Background: an optimization exercise with open tools, aiming at small area, a short achievable clock period and few clock cycles per item. Do not read the settings as production practice.
RTL that was checked went through simulation tests only; none was proved equivalent to the original.
Power figures rest on the tool's default switching activity, not on a simulated workload.

## glyph_rounder
module glyph_rounder (
    input  wire       clk,
    input  wire       rst,         
    input  wire       in_valid,
    output wire       in_ready,
    input  wire [7:0] in_data,
    output wire       out_valid,
    input  wire       out_ready,
    output wire [7:0] out_data
);
==> module glyph_rounder, before the edit <==
module glyph_rounder (
    input  wire       clk,
    input  wire       rst,         
    input  wire       in_valid,
    output wire       in_ready,
    input  wire [7:0] in_data,
    output wire       out_valid,
    input  wire       out_ready,
    output wire [7:0] out_data
);
    reg [7:0] a [0:8];
    reg [6:0] up;
    reg [2:0] kin;           
    reg [2:0] j;             
    reg       pend;          
    reg       pre;           
    reg       newrow;        
    reg       pv;            
    reg [2:0] pcr;
    reg [5:0] acc;
    reg       inv_a;         
    reg       inv_b;         
    reg [7:0] obuf, skid;
    reg       ov, sv;
    reg       rdy;
    assign in_ready  = rdy;
    assign out_valid = ov;
    assign out_data  = obuf;
    wire adv      = pend ? ~sv : pre;           
    wire consume  = pend & ~sv;
    wire do_lower = in_valid & rdy;
    wire complete = do_lower & (kin == 3'd7);
    wire cdone    = ~pend | (j == 3'd7);        
    wire [2:0] pc = a[0][0] + a[0][1] + a[0][2] + a[0][3] +
                    a[0][4] + a[0][5] + a[0][6];
    wire       plast  = pv & (newrow ? (kin == 3'd1) : (kin == 3'd0));
    wire [5:0] tot    = acc + {3'd0, pcr};
    wire       inv_c  = (tot > 6'd28);
    wire       cnew   = plast & (j == 3'd0);        
    wire       inv    = cnew ? inv_c : inv_a;
    wire [6:0] ctr = a[8][6:0];
    wire       top = (j == 3'd0);
    wire       bot = (j == 3'd7);
    wire [6:0] res0, res1;
    genvar gx;
    generate
        for (gx = 0; gx < 7; gx = gx + 1) begin : g_col
            wire l0 = (gx == 0) ? 1'b0 : ctr[(gx == 0) ? 0 : gx - 1];
            wire l1 = (gx == 0) ? 1'b1 : ctr[(gx == 0) ? 0 : gx - 1];
            wire r0 = (gx == 6) ? 1'b0 : ctr[(gx == 6) ? 6 : gx + 1];
            wire r1 = (gx == 6) ? 1'b1 : ctr[(gx == 6) ? 6 : gx + 1];
            wire u0 = top ? 1'b0 : up[gx];
            wire u1 = top ? 1'b1 : up[gx];
            wire d0 = bot ? 1'b0 : a[7][gx];
            wire d1 = bot ? 1'b1 : a[7][gx];
            wire c0 = (l0 ^ r0) & (u0 ^ d0);
            wire c1 = (l1 ^ r1) & (u1 ^ d1);
            assign res0[gx] = ctr[gx] & ~c0;
            assign res1[gx] = ctr[gx] | c1;
        end
    endgenerate
    wire [7:0] row_out = {a[8][7], inv ? res1 : res0};
    wire [8:0] lo_m, up_m, en;
    genvar gp;
    generate
        for (gp = 0; gp < 9; gp = gp + 1) begin : g_en
            assign lo_m[gp] = rdy & (gp <= kin);
            assign up_m[gp] = adv & (gp > kin);
            assign en[gp]   = (in_valid & lo_m[gp]) | up_m[gp];
        end
    endgenerate
    integer p;
    always @(posedge clk) begin
        if (en[0])
            a[0] <= in_data;
        for (p = 1; p < 9; p = p + 1)
            if (en[p])
                a[p] <= a[p - 1];
        if (adv)
            up <= ctr;
        pcr <= pc;
        if (plast && !(pend && top))
            inv_b <= inv_c;
        if (cnew)
            inv_a <= inv_c;
        else if (adv && cdone)
            inv_a <= plast ? inv_c : inv_b;
    end
    wire       take   = ov & out_ready;
    wire       ofree  = ~ov | take;
    wire [2:0] kin_n  = kin + {2'd0, do_lower};
    wire       pre_n  = (pre & ~(adv & cdone)) | complete;
    wire       pend_n = (adv & cdone) ? pre : pend;
    wire [2:0] j_n    = (adv & cdone) ? 3'd0 : j + {2'd0, adv};
    wire       sv_n   = ofree ? 1'b0 : (sv | consume);
    wire [2:0] kin_1  = kin + 3'd1;
    wire       pre_0  = pre & ~(adv & cdone);
    wire       pre_1  = pre_0 | (kin == 3'd7);
    wire       rdy_0  = ~pre_0 & (~pend_n | (kin   <= j_n)) | (pend_n ? ~sv_n : pre_0);
    wire       rdy_1  = ~pre_1 & (~pend_n | (kin_1 <= j_n)) | (pend_n ? ~sv_n : pre_1);
    always @(posedge clk) begin
        if (ofree)
            obuf <= sv ? skid : row_out;
        else if (consume)
            skid <= row_out;
    end
    always @(posedge clk) begin
        if (rst) begin
            kin    <= 3'd0;
            j      <= 3'd0;
            pend   <= 1'b0;
            pre    <= 1'b0;
            newrow <= 1'b0;
            pv     <= 1'b0;
            acc    <= 6'd0;
            ov     <= 1'b0;
            sv     <= 1'b0;
            rdy    <= 1'b1;
        end else begin
            kin    <= kin_n;
            j      <= j_n;
            pend   <= pend_n;
            pre    <= pre_n;
            newrow <= do_lower;
            pv     <= newrow;
            if (plast)
                acc <= 6'd0;
            else if (pv)
                acc <= tot;
            ov     <= ofree ? (sv | consume) : 1'b1;
            sv     <= sv_n;
            rdy    <= (in_valid & rdy) ? rdy_1 : rdy_0;
        end
    end
endmodule
export LEC_CHECK = 0
export ABC_AREA = 1
export CAP_MARGIN = 20
export CORE_MARGIN = 2
export CORE_UTILIZATION = 40
export CTS_BUF_LIST = sky130_fd_sc_hd__clkbuf_4
export PLACE_DENSITY = 0.6
export SETUP_SLACK_MARGIN = 5.0
export SLEW_MARGIN = 20
create_clock -name core_clock -period 8.0 [get_ports {clk}]
standard.sh (not shown) runs the stock make flow with config.mk's settings and CLKGATE_MAP_FILE= SYNTH_SCRIPT=/design/flow/synth_recipe.tcl, a recipe that flattens the netlist after the stock synthesis.
==> flow/flow/run.sh <==
#!/bin/bash
# Standard layout, with the port buffers made of sky130_fd_sc_hd__buf_2
# instead of the cell buffer_ports picks by default.  Make's output goes to
# flow_make.log; each ORFS step keeps its own log under orfs/logs/.
set -euo pipefail
bash standard.sh finish \
    "BUFFER_PORTS_ARGS=-buffer_cell sky130_fd_sc_hd__buf_2" > flow_make.log 2>&1
The starting point completed without violations.
Testbench counts at the start, summed over its fixed seeds: cycles 25,680, items 3,200.
Then changed:
--- a/flow/design.v
+++ b/flow/design.v
@@ -32,9 +32,11 @@
     wire complete = do_lower & (kin == 3'd7);
     wire cdone    = ~pend | (j == 3'd7);        
     wire [2:0] pc = a[0][0] + a[0][1] + a[0][2] + a[0][3] +
                     a[0][4] + a[0][5] + a[0][6];
-    wire       plast  = pv & (newrow ? (kin == 3'd1) : (kin == 3'd0));
+    wire [2:0] pidx   = kin - {2'd0, newrow} - 3'd1;    
+    wire       pfirst = (pidx == 3'd0);
+    wire       plast  = pv & (pidx == 3'd7);
     wire [5:0] tot    = acc + {3'd0, pcr};
     wire       inv_c  = (tot > 6'd28);
     wire       cnew   = plast & (j == 3'd0);        
     wire       inv    = cnew ? inv_c : inv_a;
@@ -59,27 +61,20 @@
             assign res1[gx] = ctr[gx] | c1;
         end
     endgenerate
     wire [7:0] row_out = {a[8][7], inv ? res1 : res0};
-    wire [8:0] lo_m, up_m, en;
-    genvar gp;
-    generate
-        for (gp = 0; gp < 9; gp = gp + 1) begin : g_en
-            assign lo_m[gp] = rdy & (gp <= kin);
-            assign up_m[gp] = adv & (gp > kin);
-            assign en[gp]   = (in_valid & lo_m[gp]) | up_m[gp];
-        end
-    endgenerate
     integer p;
     always @(posedge clk) begin
-        if (en[0])
+        if (do_lower)
             a[0] <= in_data;
         for (p = 1; p < 9; p = p + 1)
-            if (en[p])
+            if ((do_lower && p <= kin) || (adv && p > kin))
                 a[p] <= a[p - 1];
         if (adv)
             up <= ctr;
         pcr <= pc;
+        if (pv)
+            acc <= pfirst ? {3'd0, pcr} : tot;
         if (plast && !(pend && top))
             inv_b <= inv_c;
         if (cnew)
             inv_a <= inv_c;
@@ -97,8 +92,10 @@
     wire       pre_0  = pre & ~(adv & cdone);
     wire       pre_1  = pre_0 | (kin == 3'd7);
     wire       rdy_0  = ~pre_0 & (~pend_n | (kin   <= j_n)) | (pend_n ? ~sv_n : pre_0);
     wire       rdy_1  = ~pre_1 & (~pend_n | (kin_1 <= j_n)) | (pend_n ? ~sv_n : pre_1);
+    wire       rdy_l  = rdy ? rdy_1 : rdy_0;
+    wire       rdy_n0 = rdy_0;
     always @(posedge clk) begin
         if (ofree)
             obuf <= sv ? skid : row_out;
         else if (consume)
@@ -111,9 +108,8 @@
             pend   <= 1'b0;
             pre    <= 1'b0;
             newrow <= 1'b0;
             pv     <= 1'b0;
-            acc    <= 6'd0;
             ov     <= 1'b0;
             sv     <= 1'b0;
             rdy    <= 1'b1;
         end else begin
@@ -122,14 +118,10 @@
             pend   <= pend_n;
             pre    <= pre_n;
             newrow <= do_lower;
             pv     <= newrow;
-            if (plast)
-                acc <= 6'd0;
-            else if (pv)
-                acc <= tot;
             ov     <= ofree ? (sv | consume) : 1'b1;
             sv     <= sv_n;
-            rdy    <= (in_valid & rdy) ? rdy_1 : rdy_0;
+            rdy    <= in_valid ? rdy_l : rdy_n0;
         end
     end
 endmodule
Outcome:
- The changed run completed without violations
- cell count stays flat
- sequential power climbs by about 1%
- area after synthesis climbs by 0.90%
- worst setup slack gains 0.0041 ns
- power drops by 3.1%
- worst hold slack loses 0.016 ns
- core utilization drops by 1.2 points
- sequential share of layout area climbs by 0.94 points
- combinational power climbs by 24%
- first-iteration DRC count climbs by 56%
- count of clock-buffer cells in the layout stays the same
- routed wire length drops by 0.33%
- sequential cell count stays the same
- non-clock buffer count stays the same
For the second run of this note, only the layout was checked, not whether the RTL still works.

-- static timing again, ports no longer ideal --
Ports are ideal in the flow. The routed layouts listed here were re-timed in OpenROAD. Step 1, drivers: a clkbuf_16 drives clk and a buf_2 each remaining input, both assumed. Step 2 moves the port delays by t, midway between the first and last clock arrival at a register: inputs arrive t later, outputs are due t later. That takes back most of the time a late clock gives input paths. a / b / c = ideal ports / drivers / drivers and shift; a / b = the first two.
run | shift t [ns] | slack for setup (ns) | clock arrival spread, ns | worst slew at a driven data input, ns
the first run | 0.528 | 5.257 / 5.257 / 4.757 | 0.016 / 0.015 | 0.03
the second run | 0.544 | 5.262 / 5.271 / 4.728 | 0.015 / 0.015 | 0.03
After both steps setup and hold are still met in every run listed. The setup slack of the second run, which loses most, moves by +0.009 ns with the drivers and by -0.534 ns with both steps.
